Background: an optimization exercise with open tools, aiming at small area and few clock cycles. Do not read the settings as production practice. Function was checked by simulation only, so behaviour that the tests miss may differ from the original. Power figures rest on the tool's default switching activity, not on a simulated workload.

<file path="flow/run.sh">
#!/bin/bash
# synth_recipe.tcl (not shown) runs the flow's synth.tcl, then flattens the netlist and writes it again
# the make line also repeats each setting of config.mk as NAME=value (left out here)
make -C /OpenROAD-flow-scripts/flow DESIGN_CONFIG=/design/flow/config.mk WORK_HOME=/design/flow/orfs CLKGATE_MAP_FILE= SYNTH_SCRIPT=/design/flow/synth_recipe.tcl finish
</file>
<file path="flow/constraint.sdc">
create_clock -name core_clock -period 10.0 [get_ports {clk}]
set_input_delay 2.0000 -clock core_clock [delete_from_list [all_inputs] [get_ports {clk}]]
set_output_delay 2.0000 -clock core_clock [all_outputs]
set_load 0.01 [all_outputs]
</file>
<file path="flow/design.v">
module tap_rom (
    input  wire [3:0] from_state,
    input  wire [3:0] to_state,
    output wire [3:0] count,
    output wire [7:0] pattern
);
    reg [11:0] entry;
    always @(*) begin
        case ({from_state, to_state})
            8'h00: entry = {4'd1, 8'h01};
            8'h01: entry = {4'd1, 8'h00};
            8'h02: entry = {4'd2, 8'h02};
            8'h03: entry = {4'd3, 8'h02};
            8'h04: entry = {4'd4, 8'h02};
            8'h05: entry = {4'd4, 8'h0A};
            8'h06: entry = {4'd5, 8'h0A};
            8'h07: entry = {4'd6, 8'h2A};
            8'h08: entry = {4'd5, 8'h1A};
            8'h09: entry = {4'd3, 8'h06};
            8'h0A: entry = {4'd4, 8'h06};
            8'h0B: entry = {4'd5, 8'h06};
            8'h0C: entry = {4'd5, 8'h16};
            8'h0D: entry = {4'd6, 8'h16};
            8'h0E: entry = {4'd7, 8'h56};
            8'h0F: entry = {4'd6, 8'h36};
            8'h10: entry = {4'd3, 8'h07};
            8'h11: entry = {4'd1, 8'h00};
            8'h12: entry = {4'd1, 8'h01};
            8'h13: entry = {4'd2, 8'h01};
            8'h14: entry = {4'd3, 8'h01};
            8'h15: entry = {4'd3, 8'h05};
            8'h16: entry = {4'd4, 8'h05};
            8'h17: entry = {4'd5, 8'h15};
            8'h18: entry = {4'd4, 8'h0D};
            8'h19: entry = {4'd2, 8'h03};
            8'h1A: entry = {4'd3, 8'h03};
            8'h1B: entry = {4'd4, 8'h03};
            8'h1C: entry = {4'd4, 8'h0B};
            8'h1D: entry = {4'd5, 8'h0B};
            8'h1E: entry = {4'd6, 8'h2B};
            8'h1F: entry = {4'd5, 8'h1B};
            8'h20: entry = {4'd2, 8'h03};
            8'h21: entry = {4'd3, 8'h03};
            8'h22: entry = {4'd4, 8'h0E};
            8'h23: entry = {4'd1, 8'h00};
            8'h24: entry = {4'd2, 8'h00};
            8'h25: entry = {4'd2, 8'h02};
            8'h26: entry = {4'd3, 8'h02};
            8'h27: entry = {4'd4, 8'h0A};
            8'h28: entry = {4'd3, 8'h06};
            8'h29: entry = {4'd1, 8'h01};
            8'h2A: entry = {4'd2, 8'h01};
            8'h2B: entry = {4'd3, 8'h01};
            8'h2C: entry = {4'd3, 8'h05};
            8'h2D: entry = {4'd4, 8'h05};
            8'h2E: entry = {4'd5, 8'h15};
            8'h2F: entry = {4'd4, 8'h0D};
            8'h30: entry = {4'd5, 8'h1F};
            8'h31: entry = {4'd3, 8'h03};
            8'h32: entry = {4'd3, 8'h07};
            8'h33: entry = {4'd4, 8'h07};
            8'h34: entry = {4'd1, 8'h00};
            8'h35: entry = {4'd1, 8'h01};
            8'h36: entry = {4'd2, 8'h01};
            8'h37: entry = {4'd3, 8'h05};
            8'h38: entry = {4'd2, 8'h03};
            8'h39: entry = {4'd4, 8'h0F};
            8'h3A: entry = {4'd5, 8'h0F};
            8'h3B: entry = {4'd6, 8'h0F};
            8'h3C: entry = {4'd6, 8'h2F};
            8'h3D: entry = {4'd7, 8'h2F};
            8'h3E: entry = {4'd8, 8'hAF};
            8'h3F: entry = {4'd7, 8'h6F};
            8'h40: entry = {4'd5, 8'h1F};
            8'h41: entry = {4'd3, 8'h03};
            8'h42: entry = {4'd3, 8'h07};
            8'h43: entry = {4'd4, 8'h07};
            8'h44: entry = {4'd1, 8'h00};
            8'h45: entry = {4'd1, 8'h01};
            8'h46: entry = {4'd2, 8'h01};
            8'h47: entry = {4'd3, 8'h05};
            8'h48: entry = {4'd2, 8'h03};
            8'h49: entry = {4'd4, 8'h0F};
            8'h4A: entry = {4'd5, 8'h0F};
            8'h4B: entry = {4'd6, 8'h0F};
            8'h4C: entry = {4'd6, 8'h2F};
            8'h4D: entry = {4'd7, 8'h2F};
            8'h4E: entry = {4'd8, 8'hAF};
            8'h4F: entry = {4'd7, 8'h6F};
            8'h50: entry = {4'd4, 8'h0F};
            8'h51: entry = {4'd2, 8'h01};
            8'h52: entry = {4'd2, 8'h03};
            8'h53: entry = {4'd3, 8'h03};
            8'h54: entry = {4'd3, 8'h02};
            8'h55: entry = {4'd4, 8'h0A};
            8'h56: entry = {4'd1, 8'h00};
            8'h57: entry = {4'd2, 8'h02};
            8'h58: entry = {4'd1, 8'h01};
            8'h59: entry = {4'd3, 8'h07};
            8'h5A: entry = {4'd4, 8'h07};
            8'h5B: entry = {4'd5, 8'h07};
            8'h5C: entry = {4'd5, 8'h17};
            8'h5D: entry = {4'd6, 8'h17};
            8'h5E: entry = {4'd7, 8'h57};
            8'h5F: entry = {4'd6, 8'h37};
            8'h60: entry = {4'd5, 8'h1F};
            8'h61: entry = {4'd3, 8'h03};
            8'h62: entry = {4'd3, 8'h07};
            8'h63: entry = {4'd4, 8'h07};
            8'h64: entry = {4'd2, 8'h01};
            8'h65: entry = {4'd3, 8'h05};
            8'h66: entry = {4'd1, 8'h00};
            8'h67: entry = {4'd1, 8'h01};
            8'h68: entry = {4'd2, 8'h03};
            8'h69: entry = {4'd4, 8'h0F};
            8'h6A: entry = {4'd5, 8'h0F};
            8'h6B: entry = {4'd6, 8'h0F};
            8'h6C: entry = {4'd6, 8'h2F};
            8'h6D: entry = {4'd7, 8'h2F};
            8'h6E: entry = {4'd8, 8'hAF};
            8'h6F: entry = {4'd7, 8'h6F};
            8'h70: entry = {4'd4, 8'h0F};
            8'h71: entry = {4'd2, 8'h01};
            8'h72: entry = {4'd2, 8'h03};
            8'h73: entry = {4'd3, 8'h03};
            8'h74: entry = {4'd1, 8'h00};
            8'h75: entry = {4'd2, 8'h02};
            8'h76: entry = {4'd3, 8'h02};
            8'h77: entry = {4'd4, 8'h0A};
            8'h78: entry = {4'd1, 8'h01};
            8'h79: entry = {4'd3, 8'h07};
            8'h7A: entry = {4'd4, 8'h07};
            8'h7B: entry = {4'd5, 8'h07};
            8'h7C: entry = {4'd5, 8'h17};
            8'h7D: entry = {4'd6, 8'h17};
            8'h7E: entry = {4'd7, 8'h57};
            8'h7F: entry = {4'd6, 8'h37};
            8'h80: entry = {4'd3, 8'h07};
            8'h81: entry = {4'd1, 8'h00};
            8'h82: entry = {4'd1, 8'h01};
            8'h83: entry = {4'd2, 8'h01};
            8'h84: entry = {4'd3, 8'h01};
            8'h85: entry = {4'd3, 8'h05};
            8'h86: entry = {4'd4, 8'h05};
            8'h87: entry = {4'd5, 8'h15};
            8'h88: entry = {4'd4, 8'h0D};
            8'h89: entry = {4'd2, 8'h03};
            8'h8A: entry = {4'd3, 8'h03};
            8'h8B: entry = {4'd4, 8'h03};
            8'h8C: entry = {4'd4, 8'h0B};
            8'h8D: entry = {4'd5, 8'h0B};
            8'h8E: entry = {4'd6, 8'h2B};
            8'h8F: entry = {4'd5, 8'h1B};
            8'h90: entry = {4'd1, 8'h01};
            8'h91: entry = {4'd2, 8'h01};
            8'h92: entry = {4'd3, 8'h05};
            8'h93: entry = {4'd4, 8'h05};
            8'h94: entry = {4'd5, 8'h05};
            8'h95: entry = {4'd5, 8'h15};
            8'h96: entry = {4'd6, 8'h15};
            8'h97: entry = {4'd7, 8'h55};
            8'h98: entry = {4'd6, 8'h35};
            8'h99: entry = {4'd4, 8'h0D};
            8'h9A: entry = {4'd1, 8'h00};
            8'h9B: entry = {4'd2, 8'h00};
            8'h9C: entry = {4'd2, 8'h02};
            8'h9D: entry = {4'd3, 8'h02};
            8'h9E: entry = {4'd4, 8'h0A};
            8'h9F: entry = {4'd3, 8'h06};
            8'hA0: entry = {4'd5, 8'h1F};
            8'hA1: entry = {4'd3, 8'h03};
            8'hA2: entry = {4'd3, 8'h07};
            8'hA3: entry = {4'd4, 8'h07};
            8'hA4: entry = {4'd5, 8'h07};
            8'hA5: entry = {4'd5, 8'h17};
            8'hA6: entry = {4'd6, 8'h17};
            8'hA7: entry = {4'd7, 8'h57};
            8'hA8: entry = {4'd6, 8'h37};
            8'hA9: entry = {4'd4, 8'h0F};
            8'hAA: entry = {4'd5, 8'h0F};
            8'hAB: entry = {4'd1, 8'h00};
            8'hAC: entry = {4'd1, 8'h01};
            8'hAD: entry = {4'd2, 8'h01};
            8'hAE: entry = {4'd3, 8'h05};
            8'hAF: entry = {4'd2, 8'h03};
            8'hB0: entry = {4'd5, 8'h1F};
            8'hB1: entry = {4'd3, 8'h03};
            8'hB2: entry = {4'd3, 8'h07};
            8'hB3: entry = {4'd4, 8'h07};
            8'hB4: entry = {4'd5, 8'h07};
            8'hB5: entry = {4'd5, 8'h17};
            8'hB6: entry = {4'd6, 8'h17};
            8'hB7: entry = {4'd7, 8'h57};
            8'hB8: entry = {4'd6, 8'h37};
            8'hB9: entry = {4'd4, 8'h0F};
            8'hBA: entry = {4'd5, 8'h0F};
            8'hBB: entry = {4'd1, 8'h00};
            8'hBC: entry = {4'd1, 8'h01};
            8'hBD: entry = {4'd2, 8'h01};
            8'hBE: entry = {4'd3, 8'h05};
            8'hBF: entry = {4'd2, 8'h03};
            8'hC0: entry = {4'd4, 8'h0F};
            8'hC1: entry = {4'd2, 8'h01};
            8'hC2: entry = {4'd2, 8'h03};
            8'hC3: entry = {4'd3, 8'h03};
            8'hC4: entry = {4'd4, 8'h03};
            8'hC5: entry = {4'd4, 8'h0B};
            8'hC6: entry = {4'd5, 8'h0B};
            8'hC7: entry = {4'd6, 8'h2B};
            8'hC8: entry = {4'd5, 8'h1B};
            8'hC9: entry = {4'd3, 8'h07};
            8'hCA: entry = {4'd4, 8'h07};
            8'hCB: entry = {4'd3, 8'h02};
            8'hCC: entry = {4'd4, 8'h0A};
            8'hCD: entry = {4'd1, 8'h00};
            8'hCE: entry = {4'd2, 8'h02};
            8'hCF: entry = {4'd1, 8'h01};
            8'hD0: entry = {4'd5, 8'h1F};
            8'hD1: entry = {4'd3, 8'h03};
            8'hD2: entry = {4'd3, 8'h07};
            8'hD3: entry = {4'd4, 8'h07};
            8'hD4: entry = {4'd5, 8'h07};
            8'hD5: entry = {4'd5, 8'h17};
            8'hD6: entry = {4'd6, 8'h17};
            8'hD7: entry = {4'd7, 8'h57};
            8'hD8: entry = {4'd6, 8'h37};
            8'hD9: entry = {4'd4, 8'h0F};
            8'hDA: entry = {4'd5, 8'h0F};
            8'hDB: entry = {4'd2, 8'h01};
            8'hDC: entry = {4'd3, 8'h05};
            8'hDD: entry = {4'd1, 8'h00};
            8'hDE: entry = {4'd1, 8'h01};
            8'hDF: entry = {4'd2, 8'h03};
            8'hE0: entry = {4'd4, 8'h0F};
            8'hE1: entry = {4'd2, 8'h01};
            8'hE2: entry = {4'd2, 8'h03};
            8'hE3: entry = {4'd3, 8'h03};
            8'hE4: entry = {4'd4, 8'h03};
            8'hE5: entry = {4'd4, 8'h0B};
            8'hE6: entry = {4'd5, 8'h0B};
            8'hE7: entry = {4'd6, 8'h2B};
            8'hE8: entry = {4'd5, 8'h1B};
            8'hE9: entry = {4'd3, 8'h07};
            8'hEA: entry = {4'd4, 8'h07};
            8'hEB: entry = {4'd1, 8'h00};
            8'hEC: entry = {4'd2, 8'h02};
            8'hED: entry = {4'd3, 8'h02};
            8'hEE: entry = {4'd4, 8'h0A};
            8'hEF: entry = {4'd1, 8'h01};
            8'hF0: entry = {4'd3, 8'h07};
            8'hF1: entry = {4'd1, 8'h00};
            8'hF2: entry = {4'd1, 8'h01};
            8'hF3: entry = {4'd2, 8'h01};
            8'hF4: entry = {4'd3, 8'h01};
            8'hF5: entry = {4'd3, 8'h05};
            8'hF6: entry = {4'd4, 8'h05};
            8'hF7: entry = {4'd5, 8'h15};
            8'hF8: entry = {4'd4, 8'h0D};
            8'hF9: entry = {4'd2, 8'h03};
            8'hFA: entry = {4'd3, 8'h03};
            8'hFB: entry = {4'd4, 8'h03};
            8'hFC: entry = {4'd4, 8'h0B};
            8'hFD: entry = {4'd5, 8'h0B};
            8'hFE: entry = {4'd6, 8'h2B};
            8'hFF: entry = {4'd5, 8'h1B};
            default: entry = 12'h000;
        endcase
    end
    assign count   = entry[11:8];
    assign pattern = entry[7:0];
endmodule
module jtag_shift_engine (
    input  wire        clk,
    input  wire        rst,
    input  wire        go,
    input  wire        mode_data,
    input  wire [5:0]  bit_count,    
    input  wire [31:0] pattern,
    output reg         done,         
    output reg  [31:0] read_value,   
    output reg         tck,
    output reg         tms,
    output reg         tdi,
    input  wire        tdo
);
    localparam E_IDLE = 2'd0;
    localparam E_LOW  = 2'd1;
    localparam E_HIGH = 2'd2;
    reg [1:0]  state;
    reg        data_mode;
    reg [5:0]  count;
    reg [5:0]  idx;
    reg [31:0] bits;
    always @(posedge clk) begin
        if (rst) begin
            state      <= E_IDLE;
            done       <= 1'b0;
            read_value <= 32'd0;
            tck        <= 1'b0;
            tms        <= 1'b1;
            tdi        <= 1'b0;
            data_mode  <= 1'b0;
            count      <= 6'd0;
            idx        <= 6'd0;
            bits       <= 32'd0;
        end else begin
            done <= 1'b0;
            case (state)
                E_IDLE: begin
                    if (go) begin
                        data_mode <= mode_data;
                        count     <= bit_count;
                        idx       <= 6'd0;
                        bits      <= pattern;
                        if (mode_data) begin
                            read_value <= 32'd0;
                            tms        <= 1'b0;
                            tdi        <= pattern[0];
                        end else begin
                            tms        <= pattern[0];
                        end
                        state <= E_LOW;
                    end
                end
                E_LOW: begin
                    tck <= 1'b1;
                    if (data_mode)
                        read_value[idx[4:0]] <= tdo;
                    state <= E_HIGH;
                end
                E_HIGH: begin
                    tck <= 1'b0;
                    if (idx == count - 6'd1) begin
                        done  <= 1'b1;
                        state <= E_IDLE;
                    end else begin
                        idx  <= idx + 6'd1;
                        bits <= bits >> 1;
                        if (data_mode)
                            tdi <= bits[1];
                        else
                            tms <= bits[1];
                        state <= E_LOW;
                    end
                end
                default: state <= E_IDLE;
            endcase
        end
    end
endmodule
module akjtag_core (
    input  wire        clk,
    input  wire        rst,           
    input  wire        start,
    output reg         busy,
    output reg  [2:0]  halt_cause,
    output reg  [7:0]  req_pos,
    output reg  [5:0]  resp_pos,
    output wire        req_rd,
    output wire [6:0]  req_addr,
    input  wire [31:0] req_rdata,
    output wire        resp_we,
    output wire [4:0]  resp_addr,
    output wire [31:0] resp_wdata,
    output wire        tck,
    output wire        tms,
    output wire        tdi,
    output wire        ntrst,
    input  wire        tdo
);
    localparam [7:0]  REQ_WORDS        = 8'd128;
    localparam [5:0]  RESP_WORDS       = 6'd32;
    localparam [31:0] FIRMWARE_VERSION = 32'h414B_0007;
    localparam [5:0]  RESET_CLOCKS     = 6'd5;
    localparam [2:0] H_NONE     = 3'd0;
    localparam [2:0] H_RUNNING  = 3'd1;
    localparam [2:0] H_END      = 3'd2;
    localparam [2:0] H_FAILURE  = 3'd3;
    localparam [2:0] H_REQ_OOB  = 3'd4;
    localparam [2:0] H_RESP_OOB = 3'd5;
    localparam [2:0] H_STATE_ID = 3'd6;
    localparam [2:0] H_LENGTH   = 3'd7;
    localparam [3:0] TLR = 4'd0;
    localparam [3:0] RTI = 4'd1;
    localparam [3:0] SDR = 4'd4;
    localparam [3:0] SIR = 4'd11;
    localparam [3:0] S_IDLE      = 4'd0;
    localparam [3:0] S_FETCH     = 4'd1;
    localparam [3:0] S_OPWAIT    = 4'd2;
    localparam [3:0] S_DECODE    = 4'd3;
    localparam [3:0] S_ARG       = 4'd4;
    localparam [3:0] S_ARGWAIT   = 4'd5;
    localparam [3:0] S_EXEC      = 4'd6;
    localparam [3:0] S_PING      = 4'd7;
    localparam [3:0] S_RESET     = 4'd8;
    localparam [3:0] S_MOVE      = 4'd9;
    localparam [3:0] S_SHIFTWAIT = 4'd10;
    localparam [3:0] S_RUNTEST   = 4'd11;
    localparam [3:0] S_SCANDATA  = 4'd12;
    localparam [3:0] S_SCANRESP  = 4'd13;
    reg  [3:0]  state;
    reg  [3:0]  ret_state;       
    reg  [3:0]  cur;
    reg  [3:0]  default_end;
    reg  [31:0] ir_len;
    reg  [31:0] dr_len;
    reg  [7:0]  op;
    reg  [1:0]  arg_idx;
    reg  [31:0] arg0, arg1, arg2;
    reg  [3:0]  target;
    reg  [31:0] run_count;
    reg  [5:0]  scan_len;
    reg  [3:0]  scan_end;
    reg  [31:0] scan_data;
    wire        is_end     = (op == 8'h00);
    wire        is_ping    = (op == 8'h01);
    wire        is_simple1 = (op >= 8'h02) && (op <= 8'h07);
    wire        is_scan    = op[7] && (op[3:0] < 4'd2);
    wire        scan_ir    = op[5];
    wire        scan_rw    = ~op[4];
    wire        scan_glob  = op[6];
    wire        scan_expl  = op[0];
    wire [1:0]  num_args   = is_scan ? (2'd1 + {1'b0, ~scan_glob} + {1'b0, scan_expl})
                                     : 2'd1;
    wire [31:0] eff_len    = scan_glob ? (scan_ir ? ir_len : dr_len) : arg1;
    wire [31:0] end_word   = scan_glob ? arg1 : arg2;
    wire        len_ok     = (eff_len >= 32'd1) && (eff_len <= 32'd32);
    wire [3:0]  rom_count;
    wire [7:0]  rom_pattern;
    reg         eng_go;
    reg         eng_data;
    reg  [5:0]  eng_count;
    reg  [31:0] eng_pattern;
    wire        eng_done;
    wire [31:0] eng_read;
    tap_rom u_rom (
        .from_state (cur),
        .to_state   (target),
        .count      (rom_count),
        .pattern    (rom_pattern)
    );
    jtag_shift_engine u_shift (
        .clk        (clk),
        .rst        (rst),
        .go         (eng_go),
        .mode_data  (eng_data),
        .bit_count  (eng_count),
        .pattern    (eng_pattern),
        .done       (eng_done),
        .read_value (eng_read),
        .tck        (tck),
        .tms        (tms),
        .tdi        (tdi),
        .tdo        (tdo)
    );
    always @(*) begin
        eng_go      = 1'b0;
        eng_data    = 1'b0;
        eng_count   = 6'd0;
        eng_pattern = 32'd0;
        case (state)
            S_RESET: begin
                eng_go      = 1'b1;
                eng_count   = RESET_CLOCKS;
                eng_pattern = 32'hFFFF_FFFF;
            end
            S_MOVE: begin
                eng_go      = 1'b1;
                eng_count   = {2'b00, rom_count};
                eng_pattern = {24'd0, rom_pattern};
            end
            S_SCANDATA: begin
                eng_go      = 1'b1;
                eng_data    = 1'b1;
                eng_count   = scan_len;
                eng_pattern = scan_data;
            end
            default: ;
        endcase
    end
    assign req_rd     = ((state == S_FETCH) || (state == S_ARG)) && (req_pos < REQ_WORDS);
    assign req_addr   = req_pos[6:0];
    assign resp_we    = ((state == S_PING) || ((state == S_SCANRESP) && scan_rw)) && (resp_pos < RESP_WORDS);
    assign resp_addr  = resp_pos[4:0];
    assign resp_wdata = (state == S_PING) ? FIRMWARE_VERSION : eng_read;
    assign ntrst      = 1'b1;
    always @(posedge clk) begin
        if (rst) begin
            state       <= S_IDLE;
            ret_state   <= S_IDLE;
            busy        <= 1'b0;
            halt_cause  <= H_NONE;
            req_pos     <= 8'd0;
            resp_pos    <= 6'd0;
            cur         <= TLR;
            default_end <= RTI;
            ir_len      <= 32'd0;
            dr_len      <= 32'd0;
            op          <= 8'd0;
            arg_idx     <= 2'd0;
            arg0        <= 32'd0;
            arg1        <= 32'd0;
            arg2        <= 32'd0;
            target      <= TLR;
            run_count   <= 32'd0;
            scan_len    <= 6'd0;
            scan_end    <= TLR;
            scan_data   <= 32'd0;
        end else begin
            case (state)
                S_IDLE: begin
                    if (start && !halt_cause[2]) begin
                        busy       <= 1'b1;
                        halt_cause <= H_RUNNING;
                        req_pos    <= 8'd0;
                        resp_pos   <= 6'd0;
                        state      <= S_FETCH;
                    end
                end
                S_FETCH: begin
                    if (req_pos >= REQ_WORDS) begin
                        halt_cause <= H_REQ_OOB;
                        busy       <= 1'b0;
                        state      <= S_IDLE;
                    end else begin
                        state <= S_OPWAIT;
                    end
                end
                S_OPWAIT: begin
                    op      <= req_rdata[7:0];
                    req_pos <= req_pos + 8'd1;
                    state   <= S_DECODE;
                end
                S_DECODE: begin
                    if (is_end) begin
                        halt_cause <= H_END;
                        busy       <= 1'b0;
                        state      <= S_IDLE;
                    end else if (is_ping) begin
                        state <= S_PING;
                    end else if (is_simple1 || is_scan) begin
                        arg_idx <= 2'd0;
                        state   <= S_ARG;
                    end else begin
                        halt_cause <= H_FAILURE;
                        busy       <= 1'b0;
                        state      <= S_IDLE;
                    end
                end
                S_ARG: begin
                    if (req_pos >= REQ_WORDS) begin
                        halt_cause <= H_REQ_OOB;
                        busy       <= 1'b0;
                        state      <= S_IDLE;
                    end else begin
                        state <= S_ARGWAIT;
                    end
                end
                S_ARGWAIT: begin
                    case (arg_idx)
                        2'd0:    arg0 <= req_rdata;
                        2'd1:    arg1 <= req_rdata;
                        default: arg2 <= req_rdata;
                    endcase
                    req_pos <= req_pos + 8'd1;
                    arg_idx <= arg_idx + 2'd1;
                    if (arg_idx + 2'd1 == num_args)
                        state <= S_EXEC;
                    else
                        state <= S_ARG;
                end
                S_EXEC: begin
                    if (is_scan) begin
                        if (!len_ok) begin
                            halt_cause <= H_LENGTH;
                            busy       <= 1'b0;
                            state      <= S_IDLE;
                        end else if (scan_expl && (end_word >= 32'd16)) begin
                            halt_cause <= H_STATE_ID;
                            busy       <= 1'b0;
                            state      <= S_IDLE;
                        end else begin
                            scan_len  <= eff_len[5:0];
                            scan_end  <= scan_expl ? end_word[3:0] : default_end;
                            scan_data <= arg0;
                            target    <= scan_ir ? SIR : SDR;
                            ret_state <= S_SCANDATA;
                            state     <= S_MOVE;
                        end
                    end else begin
                        case (op[2:0])
                            3'd2: state <= S_RESET;                  
                            3'd3: begin                              
                                if (arg0 >= 32'd16) begin
                                    halt_cause <= H_STATE_ID;
                                    busy       <= 1'b0;
                                    state      <= S_IDLE;
                                end else begin
                                    default_end <= arg0[3:0];
                                    state       <= S_FETCH;
                                end
                            end
                            3'd4: begin                              
                                if (arg0 >= 32'd16) begin
                                    halt_cause <= H_STATE_ID;
                                    busy       <= 1'b0;
                                    state      <= S_IDLE;
                                end else begin
                                    target    <= arg0[3:0];
                                    ret_state <= S_FETCH;
                                    state     <= S_MOVE;
                                end
                            end
                            3'd5: begin                              
                                run_count <= arg0;
                                state     <= S_RUNTEST;
                            end
                            3'd6: begin                              
                                ir_len <= arg0;
                                state  <= S_FETCH;
                            end
                            default: begin                           
                                dr_len <= arg0;
                                state  <= S_FETCH;
                            end
                        endcase
                    end
                end
                S_PING: begin
                    if (resp_pos >= RESP_WORDS) begin
                        halt_cause <= H_RESP_OOB;
                        busy       <= 1'b0;
                        state      <= S_IDLE;
                    end else begin
                        resp_pos <= resp_pos + 6'd1;
                        state    <= S_FETCH;
                    end
                end
                S_RESET: begin
                    ret_state <= S_FETCH;
                    state     <= S_SHIFTWAIT;
                end
                S_MOVE: begin
                    cur   <= target;
                    state <= S_SHIFTWAIT;
                end
                S_SHIFTWAIT: begin
                    if (eng_done)
                        state <= ret_state;
                end
                S_RUNTEST: begin
                    if (run_count == 32'd0) begin
                        state <= S_FETCH;
                    end else begin
                        run_count <= run_count - 32'd1;
                        target    <= RTI;
                        ret_state <= S_RUNTEST;
                        state     <= S_MOVE;
                    end
                end
                S_SCANDATA: begin
                    ret_state <= S_SCANRESP;
                    state     <= S_SHIFTWAIT;
                end
                S_SCANRESP: begin
                    if (scan_rw) begin
                        if (resp_pos >= RESP_WORDS) begin
                            halt_cause <= H_RESP_OOB;
                            busy       <= 1'b0;
                            state      <= S_IDLE;
                        end else begin
                            resp_pos  <= resp_pos + 6'd1;
                            target    <= scan_end;
                            ret_state <= S_FETCH;
                            state     <= S_MOVE;
                        end
                    end else begin
                        target    <= scan_end;
                        ret_state <= S_FETCH;
                        state     <= S_MOVE;
                    end
                end
                default: state <= S_IDLE;
            endcase
        end
    end
endmodule
</file>
<file path="flow/config.mk">
export PLATFORM = sky130hd
export DESIGN_NAME = akjtag_core
export DESIGN_NICKNAME = akjtag_core
export VERILOG_FILES = /design/flow/design.v
export SDC_FILE = /design/flow/constraint.sdc
export NUM_CORES = 4
export LEC_CHECK = 0
export CAP_MARGIN = 20
export CORE_MARGIN = 2
export CORE_UTILIZATION = 40
export SLEW_MARGIN = 20
</file>
==> impl_metrics.py <==
metrics = {
    "run_status": {
        "status": "timing/DRC/antenna clean",
    },
    "floorplanning": {
        "die_w_um": 222,
        "die_h_um": 222,
        "design.die.area_um2": 49200,
        "rows": 79,
        "coreArea_um2": 46700,
        "start_util_pct": 40.7,
        "io_pins": 104,
    },
    "critical_path": {
        "cp_top_family": "simple AND/OR/NAND/NOR gates",
        "setup.worst_path.end_class": "output port",
        "slowest_stage": "nand3_2",
        "worstPathArrival_ps": 3280,
        "crit_path_max_fanout": 59,
        "ff2ff_path_depth": 8,
        "r2r_setup_slack_ps": 6130,
        "critPathLaunchType": "flip-flop",
        "crit_chain": "buf_4 > nor2b_1 > nand3_2 > o21a_1 > nor2_1 > clkdlybuf4s50_1",
        "r2r-start": "state[3]$_SDFFE_PP0P_",
        "path_buf_inv": 2,
        "path_class": "reg -> out",
        "cp_data_required_time_ps": 8000,
        "reg2reg_to": "u_shift.idx[5]$_SDFFE_PP0P_",
        "max_stage_delay_ps": 560,
    },
    "detailed_routing": {
        "vias_per_cell": 5.77,
        "wl_per_cell_um": 18.8,
        "drc": 0,
        "initialDrtViolationCount": 1798,
        "wl_mm": 59.8,
        "drt_first_pass_iters": 5,
        "postRouteAntennaNets": 0,
        "vias": 18334,
    },
    "placement": {
        "io_buffers": 102,
        "dp_hpwl_mm": 39.7,
        "gp_congestion": 0.902,
    },
    "timing": {
        "setup_viol": 0,
        "fin_crit_sh_pct": 52.8,
        "relSlewSlack_pct": 29.3,
        "tightest_slew_ps": 1060,
        "rsz0062_at_grt": "false",
        "fmax_ghz": 0.189,
        "finalClockSkew_ps": 32.9,
        "hold_viol": 0,
        "fin_setup_tns_ps": 0,
        "final.min_clock_period_ps": 5280,
        "slew_viol_final": 0,
    },
    "clock_tree": {
        "hold_buffers": 0,
        "clk_pin_slew_ps": 50,
        "worstSkewPairLatency_ps": 580,
        "cts_tree": "done",
        "cts.sinks": 364,
        "root_buffer": "clkbuf_16",
        "cts.htree.levels": 2,
        "cts_buffers": 41,
        "cts.repair.resized": 0,
        "cts_buffer_depth": 3,
        "post-cts-setup-buffer-count": 0,
    },
    "final_layout": {
        "syn_to_final_growth_pct": 13.1,
        "antenna_cells": 0,
        "final_nets": 2601,
        "regArea_um2": 7290,
        "fillers": 4697,
        "drive_above_1_share_pct": 5.10,
        "multi_input_area_um2": 10600,
    },
    "grt": {
        "grt_max_degree": 227,
        "gr-total-overflow": 0,
        "grt_pass1_vias": 16814,
        "antenna_found_initial": 0,
        "grt_busiest_layer": "met2",
        "grt_pass1_wl_mm": 94.8,
        "grt.total_usage_pct": 23.5,
        "use_met2_pct": 38.4,
        "use_met1_pct": 32.5,
        "grtUsageMet3_pct": 3.33,
    },
    "worst_hold_path": {
        "hold_start": "arg2[3]$_SDFFE_PP0P_",
        "hp-class": "reg -> reg",
        "hold_end": "arg2[3]$_SDFFE_PP0P_",
        "hold_path_depth": 2,
    },
    "pwr": {
        "seq_power_share_pct": 47.1,
        "leakagePower_nw": 7.06,
        "power_mw": 3.13,
        "ir_drop_mv": 0.107,
        "p_per_area_nw_per_um2": 146,
        "pwr-share-comb_pct": 4.4,
        "pwr-share-clk_pct": 48.5,
        "p_int_mw": 2.40,
        "p_switching_uw": 728,
        "p_sw_share_pct": 23.3,
    },
    "synthesis": {
        "syn_area_um2": 19000,
        "netlist_instances": 2585,
        "async_flop_share_pct": 0,
        "synth_seq_area_share_pct": 38.4,
        "yosys_most_used_dff": "dfxtp_1",
        "yosys.cell_types.count": 89,
        "ys_ff_latch": 364,
        "yosysWarningCount": 3,
        "syn_area_per_cell_um2": 7.34,
        "syn_nets": 2647,
        "synth-edff-count": 0,
    },
    "flow_run": {
        "drv_cap": 0,
    },
}
state kept, by name (all words and copies together) (netlist names), 6 cells and up:
name                flops
arg0                   32
arg1                   32
arg2                   32
dr_len                 32
ir_len                 32
run_count              32
scan_data              32
u_shift.read_value     32
u_shift.bits           31
op                      8
req_pos                 8
resp_pos                6
scan_len                6
u_shift.count           6
u_shift.idx             6
power groups by stage:
stage | clock, mW | sequential [mW] | combinational, mW
final | 1.52 | 1.47 | 0.137
after global routing | 1.61 | 1.47 | 0.149
after CTS | 1.55 | 1.47 | 0.136
after detailed placement | 0 | 1.51 | 0.136
after global placement | 0 | 1.50 | 0.135
after floorplan | 0 | 1.50 | 0.0835
logic make-up (layout without fill, tap and decap cells):
kind of cell | count (synthesis) | in the layout | synth area share (%)
other | 1 | 1 | 0.0198
AO/OA/AOI/OAI | 783 | 783 | 24.9
multiplexers | 30 | 30 | 1.66
AND/OR/NAND/NOR | 1076 | 1076 | 25.8
adder cells (fa/ha/maj) | 26 | 26 | 1.71
flip-flops | 364 | 364 | 38.4
buffers and inverters | 273 | 256 | 6.03
XOR/XNOR | 32 | 32 | 1.48
per-layer routing:
metal / part of all wire (%) / vias to the layer above / routed length [µm]
met5: 0 / - / 0
met3: 5.5 / 76 / 3270
li1: - / 8954 / -
met2: 47 / 565 / 27800
met1: 46 / 8739 / 27400
met4: 2.1 / 0 / 1260
Yosys cell counts (4+ instances only):
| library cell | count | share of area, % |
|---|---|---|
| nand2_1 | 564 | 11 |
| a21oi_1 | 396 | 10 |
| dfxtp_1 | 364 | 38 |
| clkbuf_1 | 166 | 3.3 |
| nor2_1 | 162 | 3.2 |
| o21ai_0 | 117 | 3.1 |
| a211oi_1 | 64 | 2.5 |
| nor3_1 | 63 | 1.7 |
| inv_1 | 50 | 0.99 |
| nor2b_1 | 49 | 1.6 |
| nor4_1 | 44 | 1.4 |
| nand3_1 | 40 | 1.1 |
| nand2b_1 | 36 | 1.2 |
| and2_1 | 29 | 0.96 |
| mux2i_1 | 27 | 1.4 |
| a22oi_1 | 26 | 1.0 |
| ha_1 | 26 | 1.7 |
| a31oi_1 | 22 | 0.72 |
| o211ai_1 | 22 | 0.87 |
| xor2_1 | 20 | 0.92 |
| buf_2 | 18 | 0.47 |
| nand4_1 | 17 | 0.56 |
| or3_1 | 17 | 0.56 |
| buf_1 | 16 | 0.32 |
| buf_4 | 16 | 0.63 |
| a311oi_1 | 14 | 0.65 |
| a21o_1 | 13 | 0.51 |
| o32ai_1 | 13 | 0.60 |
| xnor2_1 | 12 | 0.55 |
| and3_1 | 11 | 0.36 |
| o22ai_1 | 10 | 0.33 |
| a211o_1 | 9 | 0.42 |
| a221oi_1 | 6 | 0.28 |
| nor3b_1 | 6 | 0.24 |
| nor4b_1 | 6 | 0.28 |
| o21a_1 | 6 | 0.24 |
| o311ai_0 | 6 | 0.28 |
| a2111oi_0 | 5 | 0.23 |
| a2bb2oi_1 | 5 | 0.23 |
| buf_6 | 5 | 0.30 |
| o311a_1 | 5 | 0.26 |
| or2_2 | 5 | 0.16 |
| or4_1 | 5 | 0.20 |
| o31ai_1 | 4 | 0.16 |
worst max path at each step:
stage / from / to / slack [ps] / depth (start not counted)
final: state[2]$_SDFFE_PP0P_ / resp_we / 4720 / 6
after global routing: state[2]$_SDFFE_PP0P_ / resp_we / 4480 / 6
after CTS: state[2]$_SDFFE_PP0P_ / resp_we / 4290 / 6
after detailed placement: state[2]$_SDFFE_PP0P_ / resp_we / 4890 / 6
after global placement: state[2]$_SDFFE_PP0P_ / resp_we / 5050 / 6
after floorplan: state[2]$_SDFFE_PP0P_ / resp_we / 6370 / 6
per-stage QoR:
stage / hold WS, ps / cell area (µm²) / cells / worst slack [ps] / utilization (%)
5_1_grt: 471 / 21500 / 3175 / 4480 / 46.0
3_5_place_dp: 446 / 20100 / 3103 / 4890 / 43.1
3_3_place_gp: 440 / 20100 / 3103 / 5050 / 43.1
2_1_floorplan: 431 / 19000 / 2585 / 6370 / -
6_report: 453 / 21500 / 3175 / 4720 / 46.0
4_1_cts: 454 / 21500 / 3175 / 4290 / 46.0
cells in the final DEF (no fill, tap or decap), types with 14 or more instances in the layout:
cell type        instances
nor2b_1                 49
xor2_1                  20
a21oi_1                396
nand2_1                564
o211ai_1                22
ha_1                    25
a31oi_1                 22
or3_1                   16
nand2b_1                36
o21ai_0                117
inv_1                   50
nor2_1                 161
nor4_1                  43
buf_4                   29
a311oi_1                14
and2_1                  29
dfxtp_1                361
clkdlybuf4s50_1        101
a22oi_1                 26
a211oi_1                63
clkbuf_1                14
nor3_1                  61
mux2i_1                 27
nand3_1                 38
nand4_1                 17
clkbuf_16               41
worst register-to-register path, cell delays in order (launching register included):
cell and delay [ps]:
dfxtp_1 840, or3b_2 840, nand3_1 290, o21ai_0 210, a41oi_4 680, buf_4 490, nand4_1 190, xor2_1 170
nor2_1 50
cell type report:
cell class	count	share of cell area, %
flip-flops and latches	364	33.9
repair buffers	132	5.88
clock inverters	10	0.827
inverters	52	0.909
clock buffers	62	5.47
well taps	607	3.54
multi-input cells	1948	49.4
Testbench counts, summed over its fixed seeds: cycles 163,177.

==> what the ideal ports hide <==
How much do the figures lean on ideal ports? The routed layout below was timed once more, with nothing changed but the port constraints. Step 1: set_driving_cell puts a clkbuf_16 on clk and a buf_2 on each other input, an assumption about the parent block. Step 2 also shifts input and output timing later by t, the mid clock arrival at the registers, as if the neighbouring blocks saw the same clock. Slacks: ideal ports / drivers / drivers and shift; pairs: ideal ports / drivers.
t, ns: 0.623
setup slack, ns: 4.720 / 4.665 / 5.288
pins driven straight from the clock port: 1
After both steps this run still meets setup and hold. The setup slack of this run moves by -0.055 ns with the drivers and by +0.568 ns with both steps.
